Context: an optimization exercise on an open-source flow, tuned for a short achievable clock period and few clock cycles. The choices shown serve that exercise and are no tape-out recipe. In this exercise RTL edits were held to simulation tests only and were not proved equivalent to the original. Power figures rest on the tool's default switching activity, not on a simulated workload.

**flow/run.sh**
```bash
#!/bin/bash
# synth_recipe.tcl (not shown) runs the flow's synth.tcl, then flattens the netlist and writes it again
# the make line also repeats each setting of config.mk as NAME=value (left out here)
make -C /OpenROAD-flow-scripts/flow DESIGN_CONFIG=/design/flow/config.mk WORK_HOME=/design/flow/orfs CLKGATE_MAP_FILE= SYNTH_SCRIPT=/design/flow/synth_recipe.tcl finish
```
**flow/config.mk**
```make
export PLATFORM = sky130hd
export DESIGN_NAME = cpu16
export DESIGN_NICKNAME = cpu16
export VERILOG_FILES = /design/flow/design.v
export SDC_FILE = /design/flow/constraint.sdc
export NUM_CORES = 4
export LEC_CHECK = 0
export ABC_CLOCK_PERIOD_IN_PS = 3000
export CAP_MARGIN = 20
export CORE_MARGIN = 2
export CORE_UTILIZATION = 40
export PLACE_DENSITY = 0.6
export SETUP_SLACK_MARGIN = 5
export SLEW_MARGIN = 20
```
**flow/constraint.sdc**
```tcl
create_clock -name core_clock -period 10.0 [get_ports {clk}]
set_input_delay 2.0000 -clock core_clock [delete_from_list [all_inputs] [get_ports {clk}]]
set_output_delay 2.0000 -clock core_clock [all_outputs]
set_load 0.01 [all_outputs]
```
**flow/design.v**
```verilog
module cpu16_alu (
    input  wire        sel_add,    
    input  wire        sel_and,
    input  wire        sel_or,
    input  wire        sel_shf,
    input  wire        cin,
    input  wire [15:0] a,
    input  wire [15:0] b,
    output wire [15:0] result,
    output wire        n,
    output wire        z,
    output wire        c,
    output wire        v
);
    wire [15:0] p = a ^ b;
    wire [15:0] g = a | b;
    wire [15:0] gk [0:4];
    wire [15:0] pk [0:4];
    assign gk[0] = a & b;
    assign pk[0] = p;
    genvar lv, bt;
    generate
        for (lv = 0; lv < 4; lv = lv + 1) begin : pfx
            for (bt = 0; bt < 16; bt = bt + 1) begin : bit_
                if (bt >= (1 << lv)) begin : comb
                    assign gk[lv+1][bt] = gk[lv][bt] | (pk[lv][bt] & gk[lv][bt - (1 << lv)]);
                    assign pk[lv+1][bt] = pk[lv][bt] & pk[lv][bt - (1 << lv)];
                end else begin : pass
                    assign gk[lv+1][bt] = gk[lv][bt];
                    assign pk[lv+1][bt] = pk[lv][bt];
                end
            end
        end
    endgenerate
    wire [15:0] cout = gk[4] | (pk[4] & {16{cin}});
    wire [16:0] sum  = {cout[15], p ^ {cout[14:0], cin}};
    wire        z_add = (cin == p[0]) && ((p[15:1] ^ g[14:0]) == 15'h0000);
    wire [3:0]  amt   = b[3:0];
    wire        right = b[15];
    wire [16:0] shl   = {1'b0, a} << amt;    
    wire [16:0] shr   = {a, 1'b0} >> amt;    
    wire [15:0] shf   = right ? shr[16:1] : shl[15:0];
    wire        shf_c = right ? shr[0] : shl[16];
    wire [15:0] logic_r = ({16{sel_and}} & (a & b)) |
                          ({16{sel_or}}  & (a | b)) |
                          ({16{sel_shf}} & shf);
    assign result = ({16{sel_add}} & sum[15:0]) | logic_r;
    assign n = result[15];
    assign z = sel_add ? z_add : (logic_r == 16'h0000);
    assign c = (sel_add & sum[16]) | (sel_shf & shf_c);
    assign v = sel_add & (a[15] == b[15]) & (sum[15] != a[15]);
endmodule
module cpu16 (
    input  wire        clk,
    input  wire        rst,           
    output wire [15:0] imem_addr,
    input  wire [15:0] imem_rdata,
    output reg  [15:0] dmem_addr,
    output reg  [15:0] dmem_wdata,
    output reg         dmem_we,
    input  wire [15:0] dmem_rdata,
    input  wire [3:0]  dbg_sel,       
    output wire [15:0] dbg_rdata,
    output wire [15:0] pc_o,
    output wire [15:0] sp_o,
    output wire [15:0] ir_o,
    output wire [3:0]  flags_o,       
    output wire        halted,
    output wire        faulted
);
    localparam [3:0] OP_LOADI = 4'h0, OP_LUI  = 4'h1, OP_LOAD = 4'h2, OP_STORE = 4'h3,
                     OP_ADDI  = 4'h4, OP_ADD  = 4'h5, OP_SUB  = 4'h6, OP_AND   = 4'h7,
                     OP_OR    = 4'h8, OP_SHFT = 4'h9, OP_BEQ  = 4'hA, OP_BNE   = 4'hB,
                     OP_B     = 4'hC, OP_CALL = 4'hD, OP_RET  = 4'hE, OP_HALT  = 4'hF;
    reg [15:0] regs [0:15];
    reg [15:0] sp;
    reg        flag_n, flag_z, flag_c, flag_v;
    reg        faulted_r;
    reg [15:0] pc_last;       
    reg [15:0] ir_last;       
    reg [15:0] pc_f;
    reg [15:0] ras [0:15];    
    reg [3:0]  ras_p;         
    reg [15:0] ic_data [0:31];
    reg [2:0]  ic_tag  [0:31];
    reg [31:0] ic_val;
    reg        v0;
    reg [15:0] ir0, pcp1_0;
    reg        e0_loadi, e0_lui, e0_load, e0_addi, e0_add, e0_sub, e0_and, e0_or,
               e0_shf, e0_halt;
    reg [15:0] ra0_oh, rb0_oh, rd0_oh;
    reg        v1;
    reg [15:0] ir1, pcp1_1;
    reg        e1_loadi, e1_lui, e1_load, e1_addi, e1_add, e1_sub, e1_and, e1_or,
               e1_shf;
    reg [15:0] ra1_oh, rb1_oh, rd1_oh;
    reg        f1a, f1b, f1d;     
    reg        c1_chk;            
    reg        c1_beq, c1_pred;
    reg [15:0] c1_alt;            
    reg        m_load, m_store, m_call, m_ret;
    reg        m_slot;            
    reg [3:0]  m_imm;
    reg [15:0] m_base_oh, m_wd_oh;
    reg [15:0] m_pcp1;
    reg        ff_e;
    reg [15:0] ff_pc;
    reg  [15:0] xa0, xb0, xd0, xa1r, xb1r, xd1r, xbas, xwd;
    integer k;
    always @(*) begin
        xa0 = 16'h0000; xb0 = 16'h0000; xd0 = 16'h0000;
        xa1r = 16'h0000; xb1r = 16'h0000; xd1r = 16'h0000;
        xbas = 16'h0000; xwd = 16'h0000;
        for (k = 0; k < 16; k = k + 1) begin
            xa0  = xa0  | ({16{ra0_oh[k]}}    & regs[k]);
            xb0  = xb0  | ({16{rb0_oh[k]}}    & regs[k]);
            xd0  = xd0  | ({16{rd0_oh[k]}}    & regs[k]);
            xa1r = xa1r | ({16{ra1_oh[k]}}    & regs[k]);
            xb1r = xb1r | ({16{rb1_oh[k]}}    & regs[k]);
            xd1r = xd1r | ({16{rd1_oh[k]}}    & regs[k]);
            xbas = xbas | ({16{m_base_oh[k]}} & regs[k]);
            xwd  = xwd  | ({16{m_wd_oh[k]}}   & regs[k]);
        end
    end
    wire [8:0]  ea_lo  = {1'b0, xbas[7:0]} + {1'b0, {4{m_imm[3]}}, m_imm};
    wire [7:0]  hi_inc = xbas[15:8] + 8'd1;
    wire [7:0]  hi_dec = xbas[15:8] - 8'd1;
    wire [7:0]  ea_hi  = m_imm[3] ? (ea_lo[8] ? xbas[15:8] : hi_dec)
                                  : (ea_lo[8] ? hi_inc : xbas[15:8]);
    wire        hi_00  = (xbas[15:8] == 8'h00);
    wire        hi_ff  = (xbas[15:8] == 8'hFF);
    wire        hi_01  = (xbas[15:8] == 8'h01);
    wire        ea_ok  = m_imm[3] ? ((hi_01 & ~ea_lo[8]) | (hi_00 & ea_lo[8]))
                                  : ((hi_00 & ~ea_lo[8]) | (hi_ff & ea_lo[8]));
    wire [15:0] ea     = {ea_hi, ea_lo[7:0]};
    wire [15:0] sp_dec = sp - 16'd1;
    wire [15:0] sp_inc = sp + 16'd1;
    wire        spd_ok = (sp_dec[15:8] == 8'h00);
    wire        sp_ok  = (sp[15:8] == 8'h00);
    wire        m_fault = ((m_load | m_store) & ~ea_ok) | (m_call & ~spd_ok) | (m_ret & ~sp_ok);
    wire        fault0  = m_fault & ~m_slot;
    wire        fault1  = m_fault & m_slot;
    always @(*) begin
        dmem_addr  = ea;
        dmem_wdata = xwd;
        if (m_call) begin
            dmem_addr  = sp_dec;
            dmem_wdata = m_pcp1;
        end else if (m_ret) begin
            dmem_addr  = sp;
        end
        dmem_we = ~faulted_r & ((m_store & ea_ok) | (m_call & spd_ok));
    end
    wire [15:0] ld_data = dmem_rdata;
    wire        e0_alu = e0_addi | e0_add | e0_sub | e0_and | e0_or | e0_shf;
    wire [15:0] imm4_0 = {{12{ir0[3]}}, ir0[3:0]};
    wire [15:0] alu0_r;
    wire        alu0_n, alu0_z, alu0_c, alu0_v;
    cpu16_alu u_alu0 (
        .sel_add (e0_addi | e0_add | e0_sub),
        .sel_and (e0_and),
        .sel_or  (e0_or),
        .sel_shf (e0_shf),
        .cin     (e0_sub),
        .a       (xa0),
        .b       (e0_addi ? imm4_0 : e0_sub ? ~xb0 : xb0),
        .result  (alu0_r),
        .n       (alu0_n),
        .z       (alu0_z),
        .c       (alu0_c),
        .v       (alu0_v)
    );
    wire        we0   = e0_loadi | e0_lui | e0_alu | (e0_load & ea_ok);
    wire [15:0] res0  = e0_load  ? ld_data :
                        e0_loadi ? {8'h00, ir0[7:0]} :
                        e0_lui   ? {ir0[7:0], xd0[7:0]} : alu0_r;
    wire [15:0] xa1 = f1a ? res0 : xa1r;
    wire [15:0] xb1 = f1b ? res0 : xb1r;
    wire [15:0] xd1 = f1d ? res0 : xd1r;
    wire        e1_alu = e1_addi | e1_add | e1_sub | e1_and | e1_or | e1_shf;
    wire [15:0] imm4_1 = {{12{ir1[3]}}, ir1[3:0]};
    wire [15:0] alu1_r;
    wire        alu1_n, alu1_z, alu1_c, alu1_v;
    cpu16_alu u_alu1 (
        .sel_add (e1_addi | e1_add | e1_sub),
        .sel_and (e1_and),
        .sel_or  (e1_or),
        .sel_shf (e1_shf),
        .cin     (e1_sub),
        .a       (xa1),
        .b       (e1_addi ? imm4_1 : e1_sub ? ~xb1 : xb1),
        .result  (alu1_r),
        .n       (alu1_n),
        .z       (alu1_z),
        .c       (alu1_c),
        .v       (alu1_v)
    );
    wire        we1   = (e1_loadi | e1_lui | e1_alu | (e1_load & ea_ok)) & ~fault0;
    wire [15:0] res1  = e1_load  ? ld_data :
                        e1_loadi ? {8'h00, ir1[7:0]} :
                        e1_lui   ? {ir1[7:0], xd1[7:0]} : alu1_r;
    wire        fw1   = e1_alu & ~fault0;
    wire        halt_e = e0_halt & ~faulted_r;
    wire        done   = faulted_r | e0_halt;
    wire        e_fault = ff_e | m_fault;
    wire        e_end  = done | ff_e;
    wire        z_next = e1_alu ? alu1_z : e0_alu ? alu0_z : flag_z;
    wire        ret_miss = m_ret & sp_ok & (ld_data != pc_f);
    wire        c1_taken = c1_beq ? alu0_z : ~alu0_z;
    wire        c1_miss  = c1_chk & (c1_taken != c1_pred);
    wire        redirect = ~done & (ret_miss | c1_miss);
    wire [15:0] redirect_pc = m_ret ? ld_data : c1_alt;
    wire [15:0] A     = imem_rdata;
    wire [3:0]  opA   = A[15:12];
    wire        f_oor = (pc_f[15:8] != 8'h00);
    wire [15:0] pc1   = pc_f + 16'd1;
    wire [15:0] pc2   = pc_f + 16'd2;
    wire [4:0]  bidx  = pc1[4:0];
    wire [15:0] B     = ic_data[bidx];
    wire        hitB  = ic_val[bidx] & (ic_tag[bidx] == pc1[7:5]) & (pc1[15:8] == 8'h00);
    wire [3:0]  opB   = B[15:12];
    function [15:0] br_target;
        input [15:0] base;       
        input [7:0]  off;
        reg   [8:0]  lo;
        reg   [7:0]  hi;
        begin
            lo = {1'b0, base[7:0]} + {1'b0, off};
            if (off[7]) hi = lo[8] ? base[15:8] : base[15:8] - 8'd1;
            else        hi = lo[8] ? base[15:8] + 8'd1 : base[15:8];
            br_target = {hi, lo[7:0]};
        end
    endfunction
    wire [15:0] tgtA = br_target(pc1, A[7:0]);
    wire [15:0] tgtB = br_target(pc2, B[7:0]);
    wire A_alu  = (opA >= OP_ADDI) & (opA <= OP_SHFT);
    wire A_wr   = (opA <= OP_LOAD) | A_alu;
    wire A_mem  = (opA == OP_LOAD) | (opA == OP_STORE) | (opA == OP_CALL) | (opA == OP_RET);
    wire A_cond = (opA == OP_BEQ) | (opA == OP_BNE);
    wire A_ctl  = (opA == OP_B) | (opA == OP_CALL) | (opA == OP_RET) | (opA == OP_HALT);
    wire B_mem  = (opB == OP_LOAD) | (opB == OP_STORE) | (opB == OP_CALL) | (opB == OP_RET);
    wire B_cond = (opB == OP_BEQ) | (opB == OP_BNE);
    wire B_mdep = ((opB == OP_LOAD)  & (B[7:4] == A[11:8])) |
                  ((opB == OP_STORE) & ((B[11:8] == A[11:8]) | (B[7:4] == A[11:8])));
    wire pair_s = hitB & ~A_ctl & (opB != OP_HALT) & ~(A_mem & B_mem) & ~(A_wr & B_mdep);
    wire B_pred = B_cond & A_alu;            
    wire [15:0] ras_top = ras[ras_p];
    wire pair_z0 = pair_s & ~(opA == OP_BNE);
    wire pair_z1 = pair_s & ~(opA == OP_BEQ);
    wire pair    = z_next ? pair_z1 : pair_z0;
    function [15:0] pick_next;
        input       zv;
        reg         a_take, b_take, pr;
        begin
            a_take = (opA == OP_B) | (opA == OP_CALL) |
                     ((opA == OP_BEQ) & zv) | ((opA == OP_BNE) & ~zv);
            b_take = (opB == OP_B) | (opB == OP_CALL) |
                     (B_pred ? B[7] : (((opB == OP_BEQ) & zv) | ((opB == OP_BNE) & ~zv)));
            pr     = zv ? pair_z1 : pair_z0;
            if (pr)
                pick_next = (opB == OP_RET) ? ras_top : b_take ? tgtB : pc2;
            else
                pick_next = (opA == OP_RET) ? ras_top : a_take ? tgtA : pc1;
        end
    endfunction
    wire [15:0] next_z0 = pick_next(1'b0);
    wire [15:0] next_z1 = pick_next(1'b1);
    wire [15:0] next_pc = z_next ? next_z1 : next_z0;
    wire        push = pair_s ? (opB == OP_CALL) : (opA == OP_CALL);
    wire        pop  = pair_s ? (opB == OP_RET)  : (opA == OP_RET);
    wire [15:0] push_val = pair_s ? pc2 : pc1;
    assign imem_addr = pc_f;
    integer i;
    always @(posedge clk) begin
        if (rst) begin
            for (i = 0; i < 16; i = i + 1)
                regs[i] <= 16'h0000;
            sp        <= 16'd256;
            flag_n    <= 1'b0;
            flag_z    <= 1'b0;
            flag_c    <= 1'b0;
            flag_v    <= 1'b0;
            faulted_r <= 1'b0;
            pc_last   <= 16'h0000;
            ir_last   <= 16'h0000;
            pc_f      <= 16'h0000;
            ras_p     <= 4'h0;
            ic_val    <= 32'h0;
            v0 <= 1'b0; ir0 <= 16'h0000; pcp1_0 <= 16'h0000;
            e0_loadi <= 1'b0; e0_lui <= 1'b0; e0_load <= 1'b0; e0_addi <= 1'b0;
            e0_add <= 1'b0; e0_sub <= 1'b0; e0_and <= 1'b0; e0_or <= 1'b0;
            e0_shf <= 1'b0; e0_halt <= 1'b0;
            ra0_oh <= 16'h0000; rb0_oh <= 16'h0000; rd0_oh <= 16'h0000;
            v1 <= 1'b0; ir1 <= 16'h0000; pcp1_1 <= 16'h0000;
            e1_loadi <= 1'b0; e1_lui <= 1'b0; e1_load <= 1'b0; e1_addi <= 1'b0;
            e1_add <= 1'b0; e1_sub <= 1'b0; e1_and <= 1'b0; e1_or <= 1'b0;
            e1_shf <= 1'b0;
            ra1_oh <= 16'h0000; rb1_oh <= 16'h0000; rd1_oh <= 16'h0000;
            f1a <= 1'b0; f1b <= 1'b0; f1d <= 1'b0;
            c1_chk <= 1'b0; c1_beq <= 1'b0; c1_pred <= 1'b0; c1_alt <= 16'h0000;
            m_load <= 1'b0; m_store <= 1'b0; m_call <= 1'b0; m_ret <= 1'b0;
            m_slot <= 1'b0; m_imm <= 4'h0; m_base_oh <= 16'h0000; m_wd_oh <= 16'h0000;
            m_pcp1 <= 16'h0000;
            ff_e <= 1'b0; ff_pc <= 16'h0000;
        end else if (~done) begin
            for (i = 0; i < 16; i = i + 1) begin
                if (we1 & rd1_oh[i])
                    regs[i] <= res1;
                else if (we0 & rd0_oh[i])
                    regs[i] <= res0;
            end
            if (fw1) begin
                flag_n <= alu1_n;
                flag_z <= alu1_z;
                flag_c <= alu1_c;
                flag_v <= alu1_v;
            end else if (e0_alu) begin
                flag_n <= alu0_n;
                flag_z <= alu0_z;
                flag_c <= alu0_c;
                flag_v <= alu0_v;
            end
            if (m_call)
                sp <= sp_dec;
            if (m_ret & sp_ok)
                sp <= sp_inc;
            if (e_fault) begin
                faulted_r <= 1'b1;
                if (ff_e) begin
                    pc_last <= ff_pc;
                end else if (fault0) begin
                    pc_last <= pcp1_0;
                    ir_last <= ir0;
                end else begin
                    pc_last <= pcp1_1;
                    ir_last <= ir1;
                end
            end else if (v0) begin
                pc_last <= v1 ? pcp1_1 : pcp1_0;
                ir_last <= v1 ? ir1 : ir0;
            end
            if (~f_oor) begin
                ic_data[pc_f[4:0]] <= A;
                ic_tag[pc_f[4:0]]  <= pc_f[7:5];
                ic_val[pc_f[4:0]]  <= 1'b1;
            end
            if (redirect | (~e_end & f_oor)) begin
                if (redirect)
                    pc_f <= redirect_pc;
                ff_e  <= ~redirect;
                ff_pc <= pc_f;
                v0 <= 1'b0; v1 <= 1'b0;
                e0_loadi <= 1'b0; e0_lui <= 1'b0; e0_load <= 1'b0; e0_addi <= 1'b0;
                e0_add <= 1'b0; e0_sub <= 1'b0; e0_and <= 1'b0; e0_or <= 1'b0;
                e0_shf <= 1'b0; e0_halt <= 1'b0;
                e1_loadi <= 1'b0; e1_lui <= 1'b0; e1_load <= 1'b0; e1_addi <= 1'b0;
                e1_add <= 1'b0; e1_sub <= 1'b0; e1_and <= 1'b0; e1_or <= 1'b0;
                e1_shf <= 1'b0;
                c1_chk <= 1'b0;
                m_load <= 1'b0; m_store <= 1'b0; m_call <= 1'b0; m_ret <= 1'b0;
            end else if (~e_end) begin
                pc_f <= next_pc;
                if (push) begin
                    ras[ras_p + 4'd1] <= push_val;
                    ras_p <= ras_p + 4'd1;
                end else if (pop) begin
                    ras_p <= ras_p - 4'd1;
                end
                ff_e <= 1'b0;
                v0       <= 1'b1;
                ir0      <= A;
                pcp1_0   <= pc1;
                e0_loadi <= (opA == OP_LOADI);
                e0_lui   <= (opA == OP_LUI);
                e0_load  <= (opA == OP_LOAD);
                e0_addi  <= (opA == OP_ADDI);
                e0_add   <= (opA == OP_ADD);
                e0_sub   <= (opA == OP_SUB);
                e0_and   <= (opA == OP_AND);
                e0_or    <= (opA == OP_OR);
                e0_shf   <= (opA == OP_SHFT);
                e0_halt  <= (opA == OP_HALT);
                for (i = 0; i < 16; i = i + 1) begin
                    ra0_oh[i] <= (A[7:4] == i);
                    rb0_oh[i] <= (A[3:0] == i);
                    rd0_oh[i] <= (A[11:8] == i);
                end
                v1       <= pair;
                ir1      <= B;
                pcp1_1   <= pc2;
                e1_loadi <= pair & (opB == OP_LOADI);
                e1_lui   <= pair & (opB == OP_LUI);
                e1_load  <= pair & (opB == OP_LOAD);
                e1_addi  <= pair & (opB == OP_ADDI);
                e1_add   <= pair & (opB == OP_ADD);
                e1_sub   <= pair & (opB == OP_SUB);
                e1_and   <= pair & (opB == OP_AND);
                e1_or    <= pair & (opB == OP_OR);
                e1_shf   <= pair & (opB == OP_SHFT);
                for (i = 0; i < 16; i = i + 1) begin
                    ra1_oh[i] <= (B[7:4] == i);
                    rb1_oh[i] <= (B[3:0] == i);
                    rd1_oh[i] <= (B[11:8] == i);
                end
                f1a <= A_wr & (B[7:4]  == A[11:8]);
                f1b <= A_wr & (B[3:0]  == A[11:8]);
                f1d <= A_wr & (B[11:8] == A[11:8]);
                c1_chk  <= pair & B_pred;
                c1_beq  <= (opB == OP_BEQ);
                c1_pred <= B[7];
                c1_alt  <= B[7] ? pc2 : tgtB;
                if (pair_s & B_mem) begin
                    m_slot  <= 1'b1;
                    m_load  <= pair & (opB == OP_LOAD);
                    m_store <= pair & (opB == OP_STORE);
                    m_call  <= pair & (opB == OP_CALL);
                    m_ret   <= pair & (opB == OP_RET);
                    m_imm   <= B[3:0];
                    m_pcp1  <= pc2;
                    for (i = 0; i < 16; i = i + 1) begin
                        m_base_oh[i] <= (((opB == OP_STORE) ? B[11:8] : B[7:4]) == i);
                        m_wd_oh[i]   <= (B[7:4] == i);
                    end
                end else begin
                    m_slot  <= 1'b0;
                    m_load  <= (opA == OP_LOAD);
                    m_store <= (opA == OP_STORE);
                    m_call  <= (opA == OP_CALL);
                    m_ret   <= (opA == OP_RET);
                    m_imm   <= A[3:0];
                    m_pcp1  <= pc1;
                    for (i = 0; i < 16; i = i + 1) begin
                        m_base_oh[i] <= (((opA == OP_STORE) ? A[11:8] : A[7:4]) == i);
                        m_wd_oh[i]   <= (A[7:4] == i);
                    end
                end
            end
        end
    end
    assign dbg_rdata = regs[dbg_sel];
    assign pc_o      = halt_e ? pcp1_0 : pc_last;
    assign sp_o      = sp;
    assign ir_o      = halt_e ? ir0 : ir_last;
    assign flags_o   = {flag_n, flag_z, flag_c, flag_v};
    assign halted    = halt_e;
    assign faulted   = faulted_r;
endmodule
```
==> run summary <==
-- metrics by stage --
step / instance area [µm²] / util / setup slack (ns) / hold slack (ns) / instances
floorplan: 89000 / - / 2.69 / 0.423 / 8899
CTS: 112000 / 0.517 / 2.87 / 0.450 / 12200
detailed placement: 94000 / 0.433 / 1.05 / 0.443 / 11400
global placement: 94000 / 0.433 / 1.24 / 0.436 / 11400
-- power groups by stage --
stage                     logic, mW  clock network (mW)  registers (mW)
after floorplan                5.34                   0            7.37
after global placement         8.18                   0            7.95
after detailed placement       8.23                   0            7.95
after CTS                      12.4                6.61            7.79
-- kinds of logic after synthesis --
logic type / after synthesis / share of synthesized area
AO/OA/AOI/OAI: 2788 / 0.227
XOR/XNOR: 213 / 0.0215
adder cells (fa/ha/maj): 118 / 0.0173
buffers and inverters: 1221 / 0.0593
flip-flops: 1505 / 0.444
multiplexers: 500 / 0.0998
AND/OR/NAND/NOR: 2554 / 0.131
-- routing by layer --
metal / global-route usage / GRT overflow
met5: 0.0794 / 0
met2: 0.684 / 1
met3: 0.304 / 4
met1: 0.586 / 0
met4: 0.444 / 0
-- synth_stat cells (22+ instances only) --
cell type / number / share of area
a211oi_1: 208 / 0.018
a21oi_1: 620 / 0.036
a221oi_1: 273 / 0.027
a22o_1: 280 / 0.028
a22oi_1: 438 / 0.038
a2bb2oi_1: 22 / 0.0022
a31oi_1: 36 / 0.0026
and2_1: 38 / 0.0027
and3_1: 44 / 0.0032
buf_1: 61 / 0.0026
buf_2: 110 / 0.0063
buf_4: 31 / 0.0027
buf_6: 38 / 0.0049
clkbuf_1: 814 / 0.035
dfxtp_1: 641 / 0.15
edfxtp_1: 864 / 0.30
ha_1: 113 / 0.016
inv_1: 132 / 0.0057
mux2_2: 52 / 0.0067
mux2i_1: 152 / 0.017
mux4_2: 287 / 0.074
nand2_1: 914 / 0.039
nand2b_1: 39 / 0.0028
nand3_1: 158 / 0.0091
nand4_1: 134 / 0.0096
nor2_1: 788 / 0.034
nor3_1: 256 / 0.015
nor4_1: 42 / 0.0030
o211ai_1: 195 / 0.017
o21a_1: 28 / 0.0024
o21ai_0: 291 / 0.017
o21ai_1: 33 / 0.0019
o21bai_1: 22 / 0.0019
o221ai_1: 23 / 0.0023
o22a_1: 22 / 0.0022
o22ai_1: 37 / 0.0027
o31ai_1: 25 / 0.0021
or3_1: 41 / 0.0029
xnor2_1: 132 / 0.013
xor2_1: 80 / 0.0080
-- how the worst min path moves through the flow --
stage	from	slack (ns)	to
floorplan	v0$_SDFFE_PP0P_	0.42	v0$_SDFFE_PP0P_
global placement	m_base_oh[15]$_SDFFE_PP0P_	0.44	m_base_oh[15]$_SDFFE_PP0P_
detailed placement	m_base_oh[15]$_SDFFE_PP0P_	0.44	m_base_oh[15]$_SDFFE_PP0P_
CTS	e1_addi$_SDFFE_PP0P_	0.45	e1_addi$_SDFFE_PP0P_
-- what timing repair did --
action                     in CTS
gates resized for setup      1814
gates cloned                   70
pin swaps                     636
setup endpoints to repair    1140
setup buffers                 461
==> impl_metrics.csv <==
group,metric,value,unit
floorplanning,die_w,471,µm
clocking,clockBufferDepth,3,
run_status,error,"[ERROR GRT-0232] Routing congestion too high. Check the congestion heatmap in the GUI.",
clocking,htreeDepth,4,
synth,synth_warnings,3,
synth,ys_types,132,
synth,ys_ff_latch,1505,
synth,netlist_area,0.0873,mm²
clocking,ctsHoldBuffers,0,
place,place_congestion,1.14,
floorplanning,initial_core_util,0.402,
place,dpl.hpwl,358000,µm
synth,seq_area_frac_synth,0.444,
synth,synth_edf_count,864,
synth,synthFlopType,"edfxtp_1",
clocking,cts_root_buffer,"clkbuf_16",
place,numPortBuffers,156,
clocking,clkSinkCount,1505,
global_routing,grt_use_total,0.519,
synth,syn_nets,9055,
global_routing,grt_max_degree,153,
synth,syn_area_per_cell,9.81,µm²
run_status,lastStage,"5_1_grt",
clocking,numCtsBuffers,166,
synth,synthCells,8899,
floorplanning,rows,171,
run_status,status,"stopped before the end",
global_routing,grt_overflow_total,5,
synth,synth_async_sr_flop_share,0,
floorplanning,die_height,471,µm
floorplanning,io_pins,157,
Testbench counts, summed over its fixed seeds: cycles 37,540.
